This is an optimization exercise on Yosys and OpenROAD, whose aim is small area, a short achievable clock period and few clock cycles per item, not a production implementation. At most, simulation tests tie the RTL to the original design; equivalence was not proved.

Design echo_engine, start of the top module:
module echo_engine (
    input  wire        clk,
    input  wire        rst,         
    input  wire        cfg_we,
    input  wire [4:0]  cfg_addr,
    input  wire [31:0] cfg_wdata,
    output reg         cfg_err,     
    input  wire        in_valid,
    output wire        in_ready,
    input  wire [1:0]  in_op,       
    input  wire [15:0] in_data,
    output wire        out_valid,
    input  wire        out_ready,
    output wire [15:0] out_data
);
clock: 10.5 ns
lec_check: 0
cap_margin: 20
core_margin: 2
core_utilization: 40
cts_cluster_diameter: 70
cts_cluster_size: 24
place_density: 0.6
slew_margin: 20
standard.sh (not shown) runs the stock make flow with config.mk's settings and CLKGATE_MAP_FILE= SYNTH_SCRIPT=/design/flow/synth_recipe.tcl, a recipe that flattens the netlist after the stock synthesis.
==> flow/flow/run.sh <==
#!/bin/bash
# Standard ORFS layout through the standard.sh (the standard synthesis script, so
# the same registers), with these changes to how the layout is made:
#  - clock tree synthesis without dummy loads;
#  - buf_4 cells as the port buffers;
#  - no full or half adder cells from synthesis (abc maps the adders as plain gates).
set -euo pipefail
MARGIN=$(cat flow/margin.txt)
bash standard.sh SETUP_SLACK_MARGIN=$MARGIN \
  "CTS_ARGS=-sink_clustering_enable -repair_clock_nets -sink_clustering_size 20 -sink_clustering_max_diameter 70 -dont_use_dummy_load" \
  "BUFFER_PORTS_ARGS=-buffer_cell sky130_fd_sc_hd__buf_4" \
  ADDER_MAP_FILE= \
  finish > flow_make.log 2>&1
==> flow/flow/margin.txt <==
6.9
Change:
--- a/flow/design.v
+++ b/flow/design.v
@@ -240,18 +240,19 @@
                 lcg_owed <= lcg_owed || a_noise;
         end else begin
             if (a_noise || lcg_owed || wr_lcgstep)
                 {lcg_t, lcg_k} <= lcg_step;
             lcg_owed <= wr_lcgstep && (a_noise || lcg_owed);
         end
     end
     always @(posedge clk) begin
         a_x  <= in_data;
+        q0 <= take ? (v1 ? q1 : result) : (v0 ? q0 : result);
         q1 <= take ? (v2 ? q2 : result) : (v1 ? q1 : result);
         q2 <= (v2 && !take) ? q2 : result;
         if (a_delay) begin
             s32[0] <= a_x;
             for (i = 1; i < 32; i = i + 1) s32[i] <= s32[i-1];
             s16[0] <= c5;
             for (i = 1; i < 16; i = i + 1) s16[i] <= s16[i-1];
             s8[0] <= c4;
             for (i = 1; i < 8; i = i + 1) s8[i] <= s8[i-1];
@@ -272,19 +273,18 @@
     always @(posedge clk) begin
         if (rst) begin
             rdy         <= 1'b1;
             a_valid     <= 1'b0;
             a_delay     <= 1'b0;
             a_table     <= 1'b0;
             a_prbs      <= 1'b0;
             a_noise     <= 1'b0;
             v0          <= 1'b0;
-            q0          <= 16'd0;
             v1          <= 1'b0;
             v2          <= 1'b0;
             cfg_err     <= 1'b0;
             d_we        <= 1'b0;
             last        <= 6'd0;
             cnt         <= 6'd0;
             full        <= 1'b0;
             dl          <= 16'd0;
             tlast       <= 4'd0;
@@ -295,19 +295,18 @@
         end else begin
             cfg_err <= cfg_we && !cfg_ok;
             d_we    <= cfg_we;
             a_valid <= fire;
             a_delay <= fire && in_op == OP_DELAY;
             a_table <= fire && in_op == OP_TABLE;
             a_prbs  <= fire && in_op == OP_PRBS;
             a_noise <= fire && in_op == OP_NOISE;
             v0 <= v0_n;
-            q0 <= take ? (v1 ? q1 : result) : (v0 ? q0 : result);
             v1 <= v1_n;
             v2 <= v2_n;
             rdy <= fire ? !v1_n : !v2_n;
             if (a_delay) begin
                 full <= full_next;
                 dl   <= full_next ? c0 : 16'd0;
                 if (!full)
                     cnt <= cnt + 6'd1;
             end
Result:
- setup slack improves by 0.063 ns
- hold slack improves by 0.028 ns
- wire length hardly moves
- count of clock-buffer cells in the layout is unchanged
- register-to-register slack improves by 0.10 ns
- synthesized area is higher by 0.33%
- design area is higher by 1.0%
Testbench counts after the change, summed over its fixed seeds: cycles 32,976, items 32,000.
The RTL of the first run of this note was laid out without a check of its function.

echo_engine with an RTL version that a note above also has.
Size: roughly 3700 cells after synthesis, about 1500 flip-flops, roughly 79 I/O pins, ~59000 um^2 of cells after synthesis.
// echo_engine
module echo_engine (
    input  wire        clk,
    input  wire        rst,         
    input  wire        cfg_we,
    input  wire [4:0]  cfg_addr,
    input  wire [31:0] cfg_wdata,
    output reg         cfg_err,     
    input  wire        in_valid,
    output wire        in_ready,
    input  wire [1:0]  in_op,       
    input  wire [15:0] in_data,
    output wire        out_valid,
    input  wire        out_ready,
    output wire [15:0] out_data
);
    localparam RING_DEPTH  = 64;
    localparam TABLE_DEPTH = 16;
    localparam OP_DELAY = 2'd0;
    localparam OP_TABLE = 2'd1;
    localparam OP_PRBS  = 2'd2;
    localparam OP_NOISE = 2'd3;
    localparam A_CAPACITY    = 5'd0;
    localparam A_NOISE_LEVEL = 5'd1;
    localparam A_LFSR        = 5'd2;
    localparam A_LCG_SEED    = 5'd3;
    localparam A_TABLE_LEN   = 5'd4;
    localparam A_RESTART     = 5'd5;
    localparam A_LCGSTEP     = 5'd6;
    function [30:0] rotl;
        input [30:0] v;
        input integer n;
        begin
            rotl = (v << n) | (v >> (31 - n));
        end
    endfunction
    function [61:0] csa;     
        input [30:0] x, y, z;
        reg [30:0] c;
        begin
            c   = (x & y) | (x & z) | (y & z);
            csa = {x ^ y ^ z, c[29:0], c[30]};
        end
    endfunction
    function [38:0] lcg_next;    
        input [30:0] t;
        input [7:0]  k;
        reg [30:0] sp0, sp1, sp2, s, c, tn;
        reg [61:0] l1a, l1b, l1c, l2a, l2b, l3;
        reg [7:0]  kn;
        reg [30:0] bg, bp, bc;
        integer j;
        begin
            sp0 = {k[4], k[6], k[5], k[5], k[3], k[5], k[4], k[4], k[2], k[4], k[3], k[3], k[1], k[3], k[2], k[2], k[0], k[2], k[1], k[7], k[2], k[1], k[0], k[6], k[1], k[7], k[7], k[5], k[7], k[6], k[6]};
            sp1 = {k[7], k[7], k[7], 1'b0, k[6], k[6], k[6], 1'b0, k[5], k[5], k[5], 1'b0, k[4], k[4], k[4], 1'b0, k[3], k[3], k[3], k[1], 1'b0, k[2], k[2], k[0], 1'b0, k[0], k[1], 1'b0, k[0], k[0], k[0]};
  ...
clock: 10.5 ns
lec_check: 0
cap_margin: 20
core_margin: 2
core_utilization: 40
cts_cluster_diameter: 70
cts_cluster_size: 24
place_density: 0.6
slew_margin: 20
==> flow/flow/run.sh <==
#!/bin/bash
# Standard ORFS layout through the standard.sh (the standard synthesis script, so
# the same registers), with these changes to how the layout is made:
#  - clock tree synthesis without dummy loads;
#  - buf_4 cells as the port buffers;
#  - no full or half adder cells from synthesis (abc maps the adders as plain gates).
set -euo pipefail
MARGIN=$(cat flow/margin.txt)
bash standard.sh SETUP_SLACK_MARGIN=$MARGIN \
  "CTS_ARGS=-sink_clustering_enable -repair_clock_nets -sink_clustering_size 24 -sink_clustering_max_diameter 70 -dont_use_dummy_load" \
  "BUFFER_PORTS_ARGS=-buffer_cell sky130_fd_sc_hd__buf_4" \
  ADDER_MAP_FILE= \
  finish > flow_make.log 2>&1
Scripts as last shown in full above: flow/flow/margin.txt
Testbench counts at the start, summed over its fixed seeds: cycles 32,976, items 32,000.
Edit:
--- a/flow/design.v
+++ b/flow/design.v
@@ -226,19 +226,23 @@
             result = prbs_out;
         else if (a_noise)
             result = noise_out;
         else
             result = delay_out;
     end
     integer i;
     always @(posedge clk) begin
-        if (rst || wr_seed_addr) begin
-            if (rst || seed_ok) begin
-                lcg_t    <= rst ? 31'd1 : cfg_wdata[30:0];
+        if (rst) begin
+            lcg_t    <= 31'd1;
+            lcg_k    <= 8'd0;
+            lcg_owed <= 1'b1;
+        end else if (wr_seed_addr) begin
+            if (seed_ok) begin
+                lcg_t    <= cfg_wdata[30:0];
                 lcg_k    <= 8'd0;
                 lcg_owed <= 1'b1;
             end else
                 lcg_owed <= lcg_owed || a_noise;
         end else begin
             if (a_noise || lcg_owed || wr_lcgstep)
                 {lcg_t, lcg_k} <= lcg_step;
             lcg_owed <= wr_lcgstep && (a_noise || lcg_owed);
=> The new run passed the timing, design-rule and antenna checks; synthesized cell count went down by 1.9%; wire length grows by 3.1%; die area went down by 1.6%; first-iteration DRC count went up by 12%; sequential share of layout area rose by 0.59 points; maximum frequency decreases by 5.0%.
Only the layout flow was run in the second run of this note; the RTL was not checked for function there.

what the ideal ports hide:
How much do the figures lean on ideal ports? The routed layouts below were timed once more, with nothing changed but the port constraints. Step 1 (the two cells are an assumption about what drives the block):
set clk [get_ports {clk}]
set_driving_cell -lib_cell sky130_fd_sc_hd__clkbuf_16 $clk
set_driving_cell -lib_cell sky130_fd_sc_hd__buf_2 [delete_from_list [all_inputs] $clk]
Step 2 adds t to the input delays and takes it off the output delays; t is the mean of the earliest and latest rising clock arrival at the registers after step 1. Input paths then give back, and output paths get back, about the clock's delay inside the block. a / b / c = ideal ports / drivers / drivers and shift; a / b = the first two.
run	t, ns	setup slack, ns	slew at the worst register clock pin (ns)	worst slew at a driven data input, ns
the first run of note 1	0.768	6.856 / 6.856 / 6.219	0.08 / 0.08	0.15
the second run of note 1	0.777	6.919 / 6.840 / 6.251	0.08 / 0.08	0.14
the first run of note 2	0.756	6.929 / 6.885 / 6.249	0.09 / 0.09	0.12
the second run of note 2	0.760	6.740 / 6.788 / 6.028	0.10 / 0.10	0.14
After both steps every run listed still meets setup and hold. For the second run of note 2, which loses most, drivers alone change the setup slack by +0.048 ns; drivers and shift together by -0.712 ns.
